Source: an optimization exercise on an open RTL-to-GDS flow (aim: small area, a short achievable clock period and few clock cycles per item). Production flows keep margins and buffers that such runs may drop.
RTL that was checked went through simulation tests only; none was proved equivalent to the original.

==> inputs of v27 <==
// simpleeq_chain
module simpleeq_chain (
    input  wire        clk,
    input  wire        rst_n,         
    input  wire        s_valid,
    output wire        s_ready,
    input  wire [63:0] s_data,
    input  wire        s_last,
    output wire        m_valid,
    input  wire        m_ready,
    output wire [63:0] m_data,
    output wire        m_last,
    input  wire        cfg_we,
    input  wire [6:0]  cfg_addr,      
    input  wire [31:0] cfg_wdata,
    input  wire        commit,
    input  wire        clear_state,
    output wire        commit_pending
);
==> module eq_fmul_1, before the edit <==
module eq_fmul_1 (
    input  wire [37:0] an,
    input  wire [38:0] abd,
    input  wire [37:0] bn,
    output wire [27:0] px,       
    output wire [27:0] py,
    output wire [16:0] q         
);
    wire [47:0] x, y;
    eq_mul_cs u_cs (.bd(abd), .b(bn[23:0]), .x(x), .y(y));
    wire [20:0] lo = {1'b0, x[19:0]} + {1'b0, y[19:0]};
    wire [19:0] lx = x[19:0] ^ y[19:0];
    wire [19:0] lo_or = x[19:0] | y[19:0];
    wire        lz0 = (lx == {lo_or[18:0], 1'b0});
    wire [10:0] e0 = {an[33], an[33:24]} + {bn[33], bn[33:24]} - 11'd127;
    wire nan  = an[36] | bn[36] | (an[35] & bn[34]) | (an[34] & bn[35]);
    wire inf  = an[35] | bn[35];
    wire zero = an[34] | bn[34];
    assign px = x[47:20];
    assign py = y[47:20];
    assign q  = {an[37] ^ bn[37], nan, inf, zero, e0, lo[20], ~lz0};
endmodule
export LEC_CHECK = 0
export CAP_MARGIN = 20
export CORE_MARGIN = 2
export CORE_UTILIZATION = 40
export SLEW_MARGIN = 20
create_clock -name core_clock -period 20.0 [get_ports {clk}]
standard.sh (not shown) runs the stock make flow with config.mk's settings and CLKGATE_MAP_FILE= SYNTH_SCRIPT=/design/flow/synth_recipe.tcl, a recipe that flattens the netlist after the stock synthesis.
==> flow/flow/run.sh <==
#!/bin/bash
# Standard ORFS layout (the standard.sh, unchanged synthesis), with
#  - the timing repair steps asked to leave extra setup slack, so that they
#    shorten the long paths even though the 20 ns clock is met without them;
#  - every port buffered with buf_4 instead of the default delay buffer;
#  - clock-tree sinks clustered in groups of up to 24 within 100 um, which
#    needs fewer clock buffers.
set -euo pipefail
export SETUP_SLACK_MARGIN=14.5
export BUFFER_PORTS_ARGS="-buffer_cell sky130_fd_sc_hd__buf_4"
export CTS_CLUSTER_SIZE=24
export CTS_CLUSTER_DIAMETER=100
bash standard.sh > standard_flow.log 2>&1
==> v13 (differences from v27) <==
--- a/flow/design.v
+++ b/flow/design.v
@@ -32,26 +32,23 @@
     input  wire [37:0] bn,
     output wire [27:0] px,       
     output wire [27:0] py,
     output wire [16:0] q         
 );
     wire [47:0] x, y;
     eq_mul_cs u_cs (.bd(abd), .b(bn[23:0]), .x(x), .y(y));
     wire [20:0] lo = {1'b0, x[19:0]} + {1'b0, y[19:0]};
-    wire [19:0] lx = x[19:0] ^ y[19:0];
-    wire [19:0] lo_or = x[19:0] | y[19:0];
-    wire        lz0 = (lx == {lo_or[18:0], 1'b0});
     wire [10:0] e0 = {an[33], an[33:24]} + {bn[33], bn[33:24]} - 11'd127;
     wire nan  = an[36] | bn[36] | (an[35] & bn[34]) | (an[34] & bn[35]);
     wire inf  = an[35] | bn[35];
     wire zero = an[34] | bn[34];
     assign px = x[47:20];
     assign py = y[47:20];
-    assign q  = {an[37] ^ bn[37], nan, inf, zero, e0, lo[20], ~lz0};
+    assign q  = {an[37] ^ bn[37], nan, inf, zero, e0, lo[20], |lo[19:0]};
 endmodule
 module eq_fmul_2 (
     input  wire [27:0] px,
     input  wire [27:0] py,
     input  wire [16:0] q,
     output wire [39:0] r         
 );
     wire [27:0] w   = px + py + {27'b0, q[1]};
==> flow/flow/run.sh (replaced) <==
#!/bin/bash
# Standard ORFS layout (the standard.sh, unchanged synthesis), with
#  - the timing repair steps asked to leave extra setup slack, so that they
#    shorten the long paths even though the 20 ns clock is met without them;
#  - every port buffered with buf_4 instead of the default delay buffer;
#  - clock-tree sinks clustered in groups of up to 24 within 100 um, which
#    needs fewer clock buffers.
set -euo pipefail
export SETUP_SLACK_MARGIN=14.0
export BUFFER_PORTS_ARGS="-buffer_cell sky130_fd_sc_hd__buf_4"
export CTS_CLUSTER_SIZE=24
export CTS_CLUSTER_DIAMETER=100
bash standard.sh > standard_flow.log 2>&1
==> v24 (differences from v27) <==
--- a/flow/design.v
+++ b/flow/design.v
@@ -1463,39 +1463,29 @@
             assign push_e[ge] = soh[ge][0] && sv0[ge][6] && sv0[ge][5];
         end
     endgenerate
     assign take   = go[0] | go[1];
     assign push_x = take && (lv_a == 4'd0);
     assign push_y = push_e[0] | push_e[1];
     assign y_d    = push_e[1] ? y_e[1] : y_e[0];
     reg  [45*32-1:0] ring;
-    reg  [31:0] tap;
-    always @* begin
-        case (lv_r)
-            4'd5:    tap = ring[24*32 +: 32];
-            4'd6:    tap = ring[29*32 +: 32];
-            4'd7:    tap = ring[34*32 +: 32];
-            4'd8:    tap = ring[39*32 +: 32];
-            default: tap = ring[44*32 +: 32];
-        endcase
-    end
+    reg  [31:0] craw [0:1];           
     always @(posedge clk)
-        ring <= {ring[44*32-1:0], fill_d ? f_word : tap};
+        ring <= {ring[44*32-1:0], fill_d ? f_word : craw[0]};
     reg  [31:0] tap2;
     always @* begin
         case (lv_r)
             4'd5:    tap2 = ring[23*32 +: 32];
             4'd6:    tap2 = ring[28*32 +: 32];
             4'd7:    tap2 = ring[33*32 +: 32];
             4'd8:    tap2 = ring[38*32 +: 32];
             default: tap2 = ring[43*32 +: 32];
         endcase
     end
-    reg  [31:0] craw [0:1];
     wire [37:0] tap_na, tap_nb;
     eq_fnorm u_ca (.a(craw[0]), .n(tap_na));
     eq_fnorm u_cb (.a(craw[1]), .n(tap_nb));
     wire [38:0] tap_ba, tap_bb;
     eq_booth u_ba (.a(tap_na[23:0]), .bd(tap_ba));
     eq_booth u_bb (.a(tap_nb[23:0]), .bd(tap_bb));
     reg  [37:0] coef [0:1];
     reg  [38:0] cbd  [0:1];           
==> flow/flow/run.sh (replaced) <==
#!/bin/bash
# Standard ORFS layout (the standard.sh, unchanged synthesis), with
#  - the timing repair steps asked to leave extra setup slack, so that they
#    shorten the long paths even though the 20 ns clock is met without them;
#  - every port buffered with buf_4 instead of the default delay buffer;
#  - clock-tree sinks clustered in groups of up to 24 within 100 um, which
#    needs fewer clock buffers.
set -euo pipefail
export SETUP_SLACK_MARGIN=14.8
export BUFFER_PORTS_ARGS="-buffer_cell sky130_fd_sc_hd__buf_4"
export CTS_CLUSTER_SIZE=24
export CTS_CLUSTER_DIAMETER=100
bash standard.sh > standard_flow.log 2>&1
Settings changed: CORE_UTILIZATION 40 to 60.
==> summary.txt <==
v13 finished with capacitance limit, slew limit left. v27 ran to the end with no violations. v24 completed with no timing, DRC or antenna violations. Against v27, the worst setup slack of v13 is lower by 0.27 ns. Of v27 and v24, v27 has the higher routed wire length (gap 3.7%, measured against v24). Of v13 and v24, v24 has the higher worst hold slack (gap 0.021 ns). Between v24 and v13, the lower clock skew is in v13 (gap 0.015 ns). Global-route usage, lowest first: v13, v27, v24. In v27 the register-to-register slack is worse than in v24, by 0.11 ns.
==> figures <==
item                                                                   v27                            v13                  v24
Met2 wire length                                                553,000 µm                     539,000 µm           498,000 µm
Clock skew after layout                                           0.115 ns                       0.111 ns             0.126 ns
Initial Utilization                                                  0.401                          0.401                0.603
Number of gates resized after CTS                                      603                            156                  914
Multi-input gates                                                   19,800                         19,600               19,500
Worst endpoint required time                                      16.00 ns                       20.92 ns             16.00 ns
Final cell count without fillers                                    40,900                         40,400               36,900
Cell Area, Placed                                                0.347 mm²                      0.345 mm²            0.339 mm²
Type of the setup path with the least slack            flop to output port                   flop to flop  flop to output port
Worst R2R Path Depth                                                    23                             20                   24
Invs w/o clock                                                       1,848                          1,902                1,849
Run status                                no timing/DRC/antenna violations     complete, but fails checks  no timing/DRC/antenna violations
Layout check failures                                                    -  capacitance limit, slew limit                    -
Simple logic cell fraction of the synthesized area                  0.0879                         0.0873               0.0873
HPWL reported at the end of detailed placement                  899,000 µm                     864,000 µm           846,000 µm
Share of post-route cells with drive strength above 1                0.128                          0.107                0.149
Testbench counts of v13, summed over its fixed seeds: cycles 32,261, frames 2,048.
Testbench counts of v24, summed over its fixed seeds: cycles 32,261, frames 2,048.
For v27, only the layout was checked, not whether the RTL still works.

---

==> inputs of job 6347 <==
simpleeq_chain with an RTL version that a note above also has.
export LEC_CHECK = 0
export CAP_MARGIN = 20
export CORE_MARGIN = 2
export CORE_UTILIZATION = 40
export SLEW_MARGIN = 20
create_clock -name core_clock -period 20.0 [get_ports {clk}]
==> flow/flow/run.sh <==
#!/bin/bash
# Standard ORFS layout (the standard.sh, unchanged synthesis), with
#  - the timing repair steps asked to leave extra setup slack, so that they
#    shorten the long paths even though the 20 ns clock is met without them;
#  - every port buffered with buf_4 instead of the default delay buffer.
set -euo pipefail
export SETUP_SLACK_MARGIN=14.5
export BUFFER_PORTS_ARGS="-buffer_cell sky130_fd_sc_hd__buf_4"
bash standard.sh > standard_flow.log 2>&1
==> job 159 (differences from job 6347) <==
--- a/flow/design.v
+++ b/flow/design.v
@@ -34,19 +34,22 @@
     output wire [27:0] py,
     output wire [16:0] q         
 );
     wire [47:0] x, y;
     eq_mul_cs u_cs (.bd(abd), .b(bn[23:0]), .x(x), .y(y));
     wire [20:0] lo = {1'b0, x[19:0]} + {1'b0, y[19:0]};
+    wire [19:0] lx = x[19:0] ^ y[19:0];
+    wire [19:0] lo_or = x[19:0] | y[19:0];
+    wire        lz0 = (lx == {lo_or[18:0], 1'b0});
     wire [10:0] e0 = {an[33], an[33:24]} + {bn[33], bn[33:24]} - 11'd127;
     wire nan  = an[36] | bn[36] | (an[35] & bn[34]) | (an[34] & bn[35]);
     wire inf  = an[35] | bn[35];
     wire zero = an[34] | bn[34];
     assign px = x[47:20];
     assign py = y[47:20];
-    assign q  = {an[37] ^ bn[37], nan, inf, zero, e0, lo[20], |lo[19:0]};
+    assign q  = {an[37] ^ bn[37], nan, inf, zero, e0, lo[20], ~lz0};
 endmodule
 module eq_fmul_2 (
     input  wire [27:0] px,
     input  wire [27:0] py,
     input  wire [16:0] q,
     output wire [39:0] r         
@@ -1462,35 +1465,25 @@
     endgenerate
     assign take   = go[0] | go[1];
     assign push_x = take && (lv_a == 4'd0);
     assign push_y = push_e[0] | push_e[1];
     assign y_d    = push_e[1] ? y_e[1] : y_e[0];
     reg  [45*32-1:0] ring;
-    reg  [31:0] tap;
-    always @* begin
-        case (lv_r)
-            4'd5:    tap = ring[24*32 +: 32];
-            4'd6:    tap = ring[29*32 +: 32];
-            4'd7:    tap = ring[34*32 +: 32];
-            4'd8:    tap = ring[39*32 +: 32];
-            default: tap = ring[44*32 +: 32];
-        endcase
-    end
+    reg  [31:0] craw [0:1];           
     always @(posedge clk)
-        ring <= {ring[44*32-1:0], fill_d ? f_word : tap};
+        ring <= {ring[44*32-1:0], fill_d ? f_word : craw[0]};
     reg  [31:0] tap2;
     always @* begin
         case (lv_r)
             4'd5:    tap2 = ring[23*32 +: 32];
             4'd6:    tap2 = ring[28*32 +: 32];
             4'd7:    tap2 = ring[33*32 +: 32];
             4'd8:    tap2 = ring[38*32 +: 32];
             default: tap2 = ring[43*32 +: 32];
         endcase
     end
-    reg  [31:0] craw [0:1];
     wire [37:0] tap_na, tap_nb;
     eq_fnorm u_ca (.a(craw[0]), .n(tap_na));
     eq_fnorm u_cb (.a(craw[1]), .n(tap_nb));
     wire [38:0] tap_ba, tap_bb;
     eq_booth u_ba (.a(tap_na[23:0]), .bd(tap_ba));
     eq_booth u_bb (.a(tap_nb[23:0]), .bd(tap_bb));
==> flow/flow/run.sh (replaced) <==
#!/bin/bash
# Standard ORFS layout (the standard.sh, unchanged synthesis), with
#  - the timing repair steps asked to leave extra setup slack, so that they
#    shorten the long paths even though the 20 ns clock is met without them;
#  - every port buffered with buf_4 instead of the default delay buffer;
#  - clock-tree sinks clustered in groups of up to 24 within 100 um, which
#    needs fewer clock buffers.
set -euo pipefail
export SETUP_SLACK_MARGIN=14.5
export BUFFER_PORTS_ARGS="-buffer_cell sky130_fd_sc_hd__buf_4"
export CTS_CLUSTER_SIZE=24
export CTS_CLUSTER_DIAMETER=100
bash standard.sh > standard_flow.log 2>&1
Settings changed: CORE_UTILIZATION 40 to 60.
==> job 5822 (differences from job 6347) <==
--- a/flow/design.v
+++ b/flow/design.v
@@ -34,19 +34,22 @@
     output wire [27:0] py,
     output wire [16:0] q         
 );
     wire [47:0] x, y;
     eq_mul_cs u_cs (.bd(abd), .b(bn[23:0]), .x(x), .y(y));
     wire [20:0] lo = {1'b0, x[19:0]} + {1'b0, y[19:0]};
+    wire [19:0] lx = x[19:0] ^ y[19:0];
+    wire [19:0] lo_or = x[19:0] | y[19:0];
+    wire        lz0 = (lx == {lo_or[18:0], 1'b0});
     wire [10:0] e0 = {an[33], an[33:24]} + {bn[33], bn[33:24]} - 11'd127;
     wire nan  = an[36] | bn[36] | (an[35] & bn[34]) | (an[34] & bn[35]);
     wire inf  = an[35] | bn[35];
     wire zero = an[34] | bn[34];
     assign px = x[47:20];
     assign py = y[47:20];
-    assign q  = {an[37] ^ bn[37], nan, inf, zero, e0, lo[20], |lo[19:0]};
+    assign q  = {an[37] ^ bn[37], nan, inf, zero, e0, lo[20], ~lz0};
 endmodule
 module eq_fmul_2 (
     input  wire [27:0] px,
     input  wire [27:0] py,
     input  wire [16:0] q,
     output wire [39:0] r         
@@ -1462,35 +1465,25 @@
     endgenerate
     assign take   = go[0] | go[1];
     assign push_x = take && (lv_a == 4'd0);
     assign push_y = push_e[0] | push_e[1];
     assign y_d    = push_e[1] ? y_e[1] : y_e[0];
     reg  [45*32-1:0] ring;
-    reg  [31:0] tap;
-    always @* begin
-        case (lv_r)
-            4'd5:    tap = ring[24*32 +: 32];
-            4'd6:    tap = ring[29*32 +: 32];
-            4'd7:    tap = ring[34*32 +: 32];
-            4'd8:    tap = ring[39*32 +: 32];
-            default: tap = ring[44*32 +: 32];
-        endcase
-    end
+    reg  [31:0] craw [0:1];           
     always @(posedge clk)
-        ring <= {ring[44*32-1:0], fill_d ? f_word : tap};
+        ring <= {ring[44*32-1:0], fill_d ? f_word : craw[0]};
     reg  [31:0] tap2;
     always @* begin
         case (lv_r)
             4'd5:    tap2 = ring[23*32 +: 32];
             4'd6:    tap2 = ring[28*32 +: 32];
             4'd7:    tap2 = ring[33*32 +: 32];
             4'd8:    tap2 = ring[38*32 +: 32];
             default: tap2 = ring[43*32 +: 32];
         endcase
     end
-    reg  [31:0] craw [0:1];
     wire [37:0] tap_na, tap_nb;
     eq_fnorm u_ca (.a(craw[0]), .n(tap_na));
     eq_fnorm u_cb (.a(craw[1]), .n(tap_nb));
     wire [38:0] tap_ba, tap_bb;
     eq_booth u_ba (.a(tap_na[23:0]), .bd(tap_ba));
     eq_booth u_bb (.a(tap_nb[23:0]), .bd(tap_bb));
==> flow/flow/run.sh (replaced) <==
#!/bin/bash
# Standard ORFS layout (the standard.sh, unchanged synthesis), with
#  - the timing repair steps asked to leave extra setup slack, so that they
#    shorten the long paths even though the 20 ns clock is met without them;
#  - every port buffered with buf_4 instead of the default delay buffer;
#  - clock-tree sinks clustered in groups of up to 24 within 100 um, which
#    needs fewer clock buffers.
set -euo pipefail
export SETUP_SLACK_MARGIN=14.5
export BUFFER_PORTS_ARGS="-buffer_cell sky130_fd_sc_hd__buf_4"
export CTS_CLUSTER_SIZE=24
export CTS_CLUSTER_DIAMETER=100
bash standard.sh > standard_flow.log 2>&1
Settings changed: CORE_UTILIZATION 40 to 70.
==> summary.txt <==
Job 5822 aborted during 5_1_grt. Job 159 completed with no timing, DRC or antenna violations. Job 6347 passed the timing, DRC and antenna checks.
Between job 6347 and job 159, the lower hold slack is in job 159 (gap 0.016 ns).
Synthesized area is the same in job 159 and job 5822.
First-iteration DRC count: job 159 is larger than job 6347 (about 20%).
Against job 159, the maximum frequency of job 6347 is smaller by 1.9%.
Of job 159 and job 6347, job 159 has the higher via count (gap 0.43%, measured against job 6347).
In job 6347 the non-clock buffer count is higher than in job 159, by 146.
In job 6347 the cell area is larger than in job 159, by 6.2%.
Testbench counts of job 6347, summed over its fixed seeds: cycles 32,261, frames 2,048.
Testbench counts of job 159, summed over its fixed seeds: cycles 32,261, frames 2,048.
Testbench counts of job 5822, summed over its fixed seeds: cycles 32,261, frames 2,048.

port drivers added, routing unchanged:
Ports are ideal in the flow. The routed layouts listed here were re-timed in OpenROAD. Step 1: set_driving_cell puts a clkbuf_16 on clk and a buf_2 on each other input, an assumption about the parent block. Step 2 times the ports against the registers' clock, not the clock port: input delays grow and output delays shrink by t, the midpoint of the rising clock arrivals with the driver on. Slacks: ideal / step 1 / step 2; pairs: ideal / step 1.
run | shift t [ns] | slack for setup (ns) | hold slack, ns | clock arrival spread, ns | slew at the worst register clock pin (ns)
v27 | 1.202 | 14.312 / 14.159 / 13.544 | 0.291 / 0.291 / 0.291 | 0.145 / 0.145 | 0.11 / 0.11
v13 | 1.193 | 14.039 / 14.026 / 14.037 | 0.275 / 0.275 / 0.275 | 0.120 / 0.119 | 0.11 / 0.11
v24 | 1.188 | 14.311 / 14.169 / 13.851 | 0.297 / 0.297 / 0.297 | 0.133 / 0.133 | 0.12 / 0.12
job 6347 | 1.291 | 14.238 / 14.079 / 13.622 | 0.305 / 0.305 / 0.305 | 0.116 / 0.115 | 0.08 / 0.08
job 159 | 1.159 | 14.350 / 14.218 / 13.696 | 0.289 / 0.289 / 0.289 | 0.096 / 0.097 | 0.11 / 0.11
The setup slack of v27, which loses most, moves by -0.153 ns with the drivers and by -0.768 ns with both steps.
